Background: an optimization exercise with open tools, aiming at small area. Do not read the settings as production practice. Only simulation tests tie the RTL to the original design; equivalence was not proved. Power is estimated from default activity; no workload was simulated.

Setup of red:
==> flow/design.v (excerpt) <==
module kstc_rx #(
    parameter MAX_PAYLOAD = 64
) (
    input  wire                     clk,
    input  wire                     rst,
    input  wire                     in_valid,
    input  wire [7:0]               in_byte,
    output reg                      out_valid,
    output wire [7:0]               out_pri,
    output wire [15:0]              out_src,
    output wire [15:0]              out_dst,
    output wire [15:0]              out_dspec,
    output wire [63:0]              out_tid,
    output wire [6:0]               out_len,
    output wire [8*MAX_PAYLOAD-1:0] out_payload
);
Size in the first run: roughly 2200 cells after synthesis, ~680 flip-flops, roughly 650 I/O pins, ~21000 um2 of cells after synthesis.
==> flow/config.mk <==
export PLATFORM = sky130hd
export DESIGN_NAME = kstc_rx
export DESIGN_NICKNAME = kstc_rx
export VERILOG_FILES = /design/flow/design.v
export SDC_FILE = /design/flow/constraint.sdc
export NUM_CORES = 4
export LEC_CHECK = 0
export CAP_MARGIN = 0
export CORE_MARGIN = 2
export CORE_UTILIZATION = 46
export SLEW_MARGIN = 0
export BUFFER_PORTS_ARGS = -buffer_cell sky130_fd_sc_hd__buf_1
export CTS_ARGS = -sink_clustering_enable -repair_clock_nets -dont_use_dummy_load -buf_list {sky130_fd_sc_hd__clkbuf_16} -sink_clustering_size 30 -sink_clustering_max_diameter 70
export REMOVE_ABC_BUFFERS = 1
==> flow/constraint.sdc <==
create_clock -name core_clock -period 5.0 [get_ports {clk}]
set_input_delay 1.0000 -clock core_clock [delete_from_list [all_inputs] [get_ports {clk}]]
set_output_delay 1.0000 -clock core_clock [all_outputs]
set_load 0.01 [all_outputs]
standard.sh (not shown) runs the stock make flow with config.mk's settings and CLKGATE_MAP_FILE= SYNTH_SCRIPT=/design/flow/synth_recipe.tcl, a recipe that flattens the netlist after the stock synthesis.
==> flow/flow/run.sh <==
#!/bin/bash
# Standard ORFS layout (the standard.sh) with these changes:
# - synthesis is the standard flow's synthesis script with only the ABC mapping script
#   replaced by flow/area.abc (area-oriented mapping); flip-flop mapping,
#   flattening and renaming are unchanged;
# - flow/extra.mk is added to config.mk: smallest buffer cell for the port
#   buffers, and CTS with smaller clock buffers and no dummy loads.
set -euo pipefail
W=$PWD
cat flow/extra.mk >> config.mk
sed '/source \$::env(SCRIPTS_DIR)\/synth_preamble.tcl/a set abc_args [lreplace $abc_args 1 1 '"$W"'/flow/area.abc]' \
    "$FLOW_HOME/scripts/synth.tcl" > flow_synth.tcl
grep -q 'flow/area.abc' flow_synth.tcl
sed "s#source \$::env(SCRIPTS_DIR)/synth.tcl#source $W/flow_synth.tcl#" synth_recipe.tcl > flow_synth_recipe.tcl
grep -q 'flow_synth.tcl' flow_synth_recipe.tcl
bash standard.sh synth SYNTH_SCRIPT="$W/flow_synth_recipe.tcl" > synth_make.log 2>&1
bash standard.sh > standard_make.log 2>&1
==> flow/flow/area.abc <==
strash
&get -n
&fraig -x
&put
scorr
dc2
dch
amap
topo
==> flow/flow/extra.mk <==
export BUFFER_PORTS_ARGS = -buffer_cell sky130_fd_sc_hd__buf_1
export CTS_ARGS = -sink_clustering_enable -repair_clock_nets -dont_use_dummy_load -buf_list {sky130_fd_sc_hd__clkbuf_16} -sink_clustering_size 30 -sink_clustering_max_diameter 70
export REMOVE_ABC_BUFFERS = 1
Inputs modified between red and blue:
- swapping -sink_clustering_enable -repair_clock_nets -dont_use_dummy_load -buf_list {sky130_fd_sc_hd__clkbuf_16} -sink_clustering_size 30 -sink_clustering_max_diameter 70 for -sink_clustering_enable -repair_clock_nets -dont_use_dummy_load -buf_list {sky130_fd_sc_hd__clkbuf_8} -sink_clustering_size 20 -sink_clustering_max_diameter 50 in CTS_ARGS
- clearing REMOVE_ABC_BUFFERS, which used to be 1
==> flow/flow/extra.mk <==
export BUFFER_PORTS_ARGS = -buffer_cell sky130_fd_sc_hd__buf_1
export CTS_ARGS = -sink_clustering_enable -repair_clock_nets -dont_use_dummy_load -buf_list {sky130_fd_sc_hd__clkbuf_8} -sink_clustering_size 20 -sink_clustering_max_diameter 50
--- outcome ---
The number of antenna diodes number comes out lower for red vs blue.
Summary — overall power, blue relative to red: lower, by 0.55 mW.
Worst-case hold slack essentially unchanged between blue and red.
Per the comparison of blue with red, critical path depth -6; register-to-register slack -160 ps; worst setup skew after layout +15 ps; achievable frequency -about 3.5%.
Setup changes, blue to green
- setting REMOVE_ABC_BUFFERS to 1 for the first time
- changing CTS_ARGS from -sink_clustering_enable -repair_clock_nets -dont_use_dummy_load -buf_list {sky130_fd_sc_hd__clkbuf_8} -sink_clustering_size 20 -sink_clustering_max_diameter 50 to -sink_clustering_enable -repair_clock_nets -dont_use_dummy_load -buf_list {sky130_fd_sc_hd__clkbuf_8} -sink_clustering_size 20 -sink_clustering_max_diameter 80
==> flow/flow/extra.mk <==
export BUFFER_PORTS_ARGS = -buffer_cell sky130_fd_sc_hd__buf_1
export CTS_ARGS = -sink_clustering_enable -repair_clock_nets -dont_use_dummy_load -buf_list {sky130_fd_sc_hd__clkbuf_8} -sink_clustering_size 20 -sink_clustering_max_diameter 80
export REMOVE_ABC_BUFFERS = 1
--- outcome ---
In the flow results for blue and green, the worst setup slack is larger on green. Any difference in static leakage between green and blue is small enough to ignore. Changes observed in green relative to blue: tightest hold margin down 8.7 ps, number of antenna violations at the first check in global routing up 1. green vs. blue: count of inserted antenna diode cells went down by 1. Compared green against blue; reported sequential group power within noise. Via count is lower on green. Between blue and green, the routed wire length does not differ in any meaningful way.
What orange does differently from green at the input level:
- swapping -sink_clustering_enable -repair_clock_nets -dont_use_dummy_load -buf_list {sky130_fd_sc_hd__clkbuf_8} -sink_clustering_size 20 -sink_clustering_max_diameter 80 for -sink_clustering_enable -repair_clock_nets -dont_use_dummy_load -buf_list {sky130_fd_sc_hd__clkbuf_8} -sink_clustering_size 20 -sink_clustering_max_diameter 50 in CTS_ARGS
==> flow/flow/extra.mk <==
export BUFFER_PORTS_ARGS = -buffer_cell sky130_fd_sc_hd__buf_1
export CTS_ARGS = -sink_clustering_enable -repair_clock_nets -dont_use_dummy_load -buf_list {sky130_fd_sc_hd__clkbuf_8} -sink_clustering_size 20 -sink_clustering_max_diameter 50
export REMOVE_ABC_BUFFERS = 1
## What came out
Relative to green, clock-buffer cell count has gone up in orange. Compared with green, orange shows setup slack higher by 15 ps. Taking green as the reference, in orange largest stage delay on the critical path about even, sum of internal, switching and leakage power shows an increase of 0.24 mW, top achievable clock speed has increased.
Changes in purple relative to orange:
- a change of CTS_ARGS from -sink_clustering_enable -repair_clock_nets -dont_use_dummy_load -buf_list {sky130_fd_sc_hd__clkbuf_8} -sink_clustering_size 20 -sink_clustering_max_diameter 50 to -sink_clustering_enable -repair_clock_nets -dont_use_dummy_load -buf_list {sky130_fd_sc_hd__clkbuf_8} -sink_clustering_size 18 -sink_clustering_max_diameter 70
==> flow/flow/extra.mk <==
export BUFFER_PORTS_ARGS = -buffer_cell sky130_fd_sc_hd__buf_1
export CTS_ARGS = -sink_clustering_enable -repair_clock_nets -dont_use_dummy_load -buf_list {sky130_fd_sc_hd__clkbuf_8} -sink_clustering_size 18 -sink_clustering_max_diameter 70
export REMOVE_ABC_BUFFERS = 1
~same global-route wire length before repair in purple and orange
The total power in purple sits 0.17 mW below the value recorded for orange.
Reported for purple and orange, register area share after synthesis turned out identical to the last digit.
In purple, the period utilization came out 0.30 points below the value in orange.

[static timing again, ports no longer ideal]
In the flow no input, the clock included, has a driving cell. The finished layouts below were timed again as built, in two steps. Step 1, drivers: a clkbuf_16 drives clk and a buf_2 each remaining input, both assumed. Step 2 adds t to the input delays and takes it off the output delays; t is the mean of the earliest and latest rising clock arrival at the registers after step 1. Input paths then give back, and output paths get back, about the clock's delay inside the block. Slacks: no drivers / after step 1 / after step 2; pairs: no drivers / after step 1.
run | shift t [ns] | slack for setup (ns) | worst data-port slew with drivers (ns)
red | 0.617 | 0.530 / 0.530 / -0.023 | 0.05
blue | 0.713 | 0.369 / 0.369 / -0.130 | 0.06
green | 0.664 | 0.534 / 0.534 / -0.007 | 0.05
orange | 0.709 | 0.549 / 0.549 / -0.025 | 0.05
purple | 0.679 | 0.564 / 0.564 / 0.033 | 0.05
With both steps, setup timing fails in red, blue, green and orange, where it was met with ideal ports. For orange, which loses most, drivers alone change the setup slack by 0.000 ns; drivers and shift together by -0.574 ns.
